This is an optimization exercise on Yosys and OpenROAD, whose aim is small area, a short achievable clock period and few clock cycles per item, not a production implementation. Where RTL was checked, it was by simulation tests only, not by an equivalence proof against the original. No activity file was given, so power comes from the tool's default toggle rates.

==> flow/design.v (excerpt) <==
module wib_transpose8 (
    input  wire        clk,
    input  wire        rst,         
    input  wire        in_valid,
    output wire        in_ready,
    input  wire [63:0] in_data,
    output wire        out_valid,
    input  wire        out_ready,
    output wire [63:0] out_data,
    output wire        out_last     
);
clock: 8.5 ns
lec_check: 0
cap_margin: 20
core_margin: 2
core_utilization: 60
place_density: 0.72
slew_margin: 20
standard.sh (not shown) runs the stock make flow with config.mk's settings and CLKGATE_MAP_FILE= SYNTH_SCRIPT=/design/flow/synth_recipe.tcl, a recipe that flattens the netlist after the stock synthesis.
==> flow/flow/run.sh <==
#!/bin/bash
# Standard ORFS layout with two changes: port buffers use buf_2 instead of the
# default pick, and clock-tree sinks are clustered into larger groups.
set -euo pipefail
export BUFFER_PORTS_ARGS="-buffer_cell sky130_fd_sc_hd__buf_2"
export CTS_ARGS="-sink_clustering_enable -repair_clock_nets -sink_clustering_size 20 -sink_clustering_max_diameter 45 -sink_buffer_max_cap_derate 1.0 -root_buf sky130_fd_sc_hd__clkbuf_16 -tree_buf sky130_fd_sc_hd__clkbuf_16 -buf_list {sky130_fd_sc_hd__clkbuf_8 sky130_fd_sc_hd__clkbuf_16}"
export SETUP_SLACK_MARGIN=5.6
bash standard.sh > standard.log 2>&1
Testbench counts at the start, summed over its fixed seeds: cycles 18,224, blocks 64.
Next try:
==> flow/flow/run.sh (replaced) <==
#!/bin/bash
# Standard ORFS layout with two changes: port buffers use buf_2 instead of the
# default pick, and clock-tree sinks are clustered into larger groups.
set -euo pipefail
export BUFFER_PORTS_ARGS="-buffer_cell sky130_fd_sc_hd__buf_2"
export CTS_ARGS="-sink_clustering_enable -repair_clock_nets -sink_clustering_size 20 -sink_clustering_max_diameter 45 -sink_buffer_max_cap_derate 1.0 -distance_between_buffers 100 -root_buf sky130_fd_sc_hd__clkbuf_16 -tree_buf sky130_fd_sc_hd__clkbuf_16 -buf_list {sky130_fd_sc_hd__clkbuf_8 sky130_fd_sc_hd__clkbuf_16}"
export SETUP_SLACK_MARGIN=5.6
bash standard.sh > standard.log 2>&1
--- a/flow/config.mk
+++ b/flow/config.mk
@@ -10,2 +10,2 @@
-export CORE_UTILIZATION = 60
-export PLACE_DENSITY = 0.72
+export CORE_UTILIZATION = 55
+export PLACE_DENSITY = 0.65
Outcome: The new run passed the timing, DRC and antenna checks; via count hardly moves; power is higher by 0.81%; hold slack is worse by 0.0067 ns; non-clock buffer count increases by 1; critical path depth does not change; worst setup slack gets worse by 0.21 ns; core utilization falls by 5.1 points; cell area grows by about 0.5%.
Next try:
==> flow/flow/run.sh (replaced) <==
#!/bin/bash
# Standard ORFS layout with two changes: port buffers use buf_2 instead of the
# default pick, and clock-tree sinks are clustered into larger groups.
set -euo pipefail
export BUFFER_PORTS_ARGS="-buffer_cell sky130_fd_sc_hd__buf_2"
export CTS_ARGS="-sink_clustering_enable -repair_clock_nets -sink_clustering_size 20 -sink_clustering_max_diameter 45 -sink_buffer_max_cap_derate 1.0 -balance_levels -root_buf sky130_fd_sc_hd__clkbuf_16 -tree_buf sky130_fd_sc_hd__clkbuf_16 -buf_list {sky130_fd_sc_hd__clkbuf_8 sky130_fd_sc_hd__clkbuf_16}"
export SETUP_SLACK_MARGIN=5.6
bash standard.sh > standard.log 2>&1
Count of clock-buffer cells in the layout decreases by 23.
Core utilization is about the same.
Cell area barely changes.
Clock skew stays flat.
Next try:
==> flow/flow/run.sh (replaced) <==
#!/bin/bash
# The standard ORFS layout (standard.sh, standard synthesis unchanged)
# with these changes:
#  - port buffers are buf_2 cells (the default pick is a slow delay cell);
#  - timing repair aims for 5.6 ns of setup slack.
# The make output goes to standard.log; ORFS keeps each step's log under
# orfs/logs/.
set -euo pipefail
export BUFFER_PORTS_ARGS="-buffer_cell sky130_fd_sc_hd__buf_2"
export CTS_ARGS="-sink_clustering_enable -repair_clock_nets -sink_clustering_size 20 -sink_clustering_max_diameter 45 -sink_buffer_max_cap_derate 1.0 -root_buf sky130_fd_sc_hd__clkbuf_16 -tree_buf sky130_fd_sc_hd__clkbuf_16 -buf_list {sky130_fd_sc_hd__clkbuf_8 sky130_fd_sc_hd__clkbuf_16}"
export SETUP_SLACK_MARGIN=5.45
bash standard.sh > standard.log 2>&1
--- a/flow/config.mk
+++ b/flow/config.mk
@@ -10,2 +10,2 @@
-export CORE_UTILIZATION = 55
-export PLACE_DENSITY = 0.65
+export CORE_UTILIZATION = 60
+export PLACE_DENSITY = 0.72
Via count hardly moves.
Sequential share of layout area goes up by 0.55 points.
Final cell count came out lower by 2.6%.
Power drops by 0.88%.
Core utilization went up by 5.0 points.

## the baseline
wib_transpose8, a different RTL version from the one above (not shown whole).
For scale: about 250,000 µm² of cells after synthesis.
export LEC_CHECK = 0
export CAP_MARGIN = 20
export CORE_MARGIN = 2
export CORE_UTILIZATION = 55
export PLACE_DENSITY = 0.65
export SETUP_SLACK_MARGIN = 5
export SLEW_MARGIN = 20
create_clock -name core_clock -period 8.5 [get_ports {clk}]
==> flow/flow/run.sh <==
#!/bin/bash
# Standard ORFS layout with two changes: port buffers use buf_2 instead of the
# default pick, and clock-tree sinks are clustered into larger groups.
set -euo pipefail
export BUFFER_PORTS_ARGS="-buffer_cell sky130_fd_sc_hd__buf_2"
export CTS_ARGS="-sink_clustering_enable -repair_clock_nets -sink_clustering_size 20 -sink_clustering_max_diameter 45 -sink_buffer_max_cap_derate 1.0 -buf_list {sky130_fd_sc_hd__clkbuf_8 sky130_fd_sc_hd__clkbuf_16}"
bash standard.sh > standard.log 2>&1
> inputs changed (the baseline -> the candidate)
==> flow/run.sh (new file) <==
#!/bin/bash
# synth_recipe.tcl (not shown) runs the flow's synth.tcl, then flattens the netlist and writes it again
# the make line also repeats each setting of config.mk as NAME=value (left out here)
make -C /OpenROAD-flow-scripts/flow DESIGN_CONFIG=/design/flow/config.mk WORK_HOME=/design/flow/orfs CLKGATE_MAP_FILE= SYNTH_SCRIPT=/design/flow/synth_recipe.tcl finish
removed: flow/flow/run.sh
removed: flow/standard.sh
Results
Taking the candidate over the baseline, the power per cell area ratio works out to 1.13. Looking at the candidate and the baseline, the distinct cell type count of the synthesized netlist is a wash. The baseline reports its end point of the critical path as out_data[57] while the candidate reports in_ready. The candidate and the baseline ended up with nearly the same number of port buffers. Changes observed in the candidate relative to the baseline: post-route worst setup slack has decreased; length of routed wiring on met1 grew by 1.7%. Relative to the baseline, first-iteration DRC count decreased by about 3.7% in the candidate. The post-route clock period utilization of the candidate and that of the baseline are within noise of each other. Area: the candidate vs the baseline -> the candidate larger. Relative to the baseline, share of cells above drive strength 1 increased by 2.3 points in the candidate.
No functional check of the RTL was part of any run of this note.

==> re-timing with driven ports <==
The flow's constraints put no driver on any port. The routed layouts listed below were extracted and timed again, unchanged, in two steps.
Step 1, drivers: a clkbuf_16 drives clk and a buf_2 each remaining input, both assumed.
Step 2 times the ports against the registers' clock, not the clock port: input delays grow and output delays shrink by t, the midpoint of the rising clock arrivals with the driver on.
Three values: ideal, step 1, step 2; two values: the first two.
run | shift t [ns] | setup slack, ns | worst setup path at the end
the first run of note 1 | 1.131 | 5.243 / 5.131 / 4.618 | input to register
the second run of note 1 | 1.341 | 5.033 / 4.918 / 4.549 | input to register
the third run of note 1 | 1.123 | 5.240 / 5.125 / 4.571 | input to register
the fourth run of note 1 | 1.134 | 5.236 / 5.122 / 4.488 | input to register
the baseline | 1.257 | 5.007 / 4.899 / 4.078 | input to register
the candidate | 1.199 | 5.003 / 4.887 / 4.186 | input to register
After both steps every run listed still meets setup and hold. The setup slack of the baseline, which loses most, moves by -0.108 ns with the drivers and by -0.929 ns with both steps.
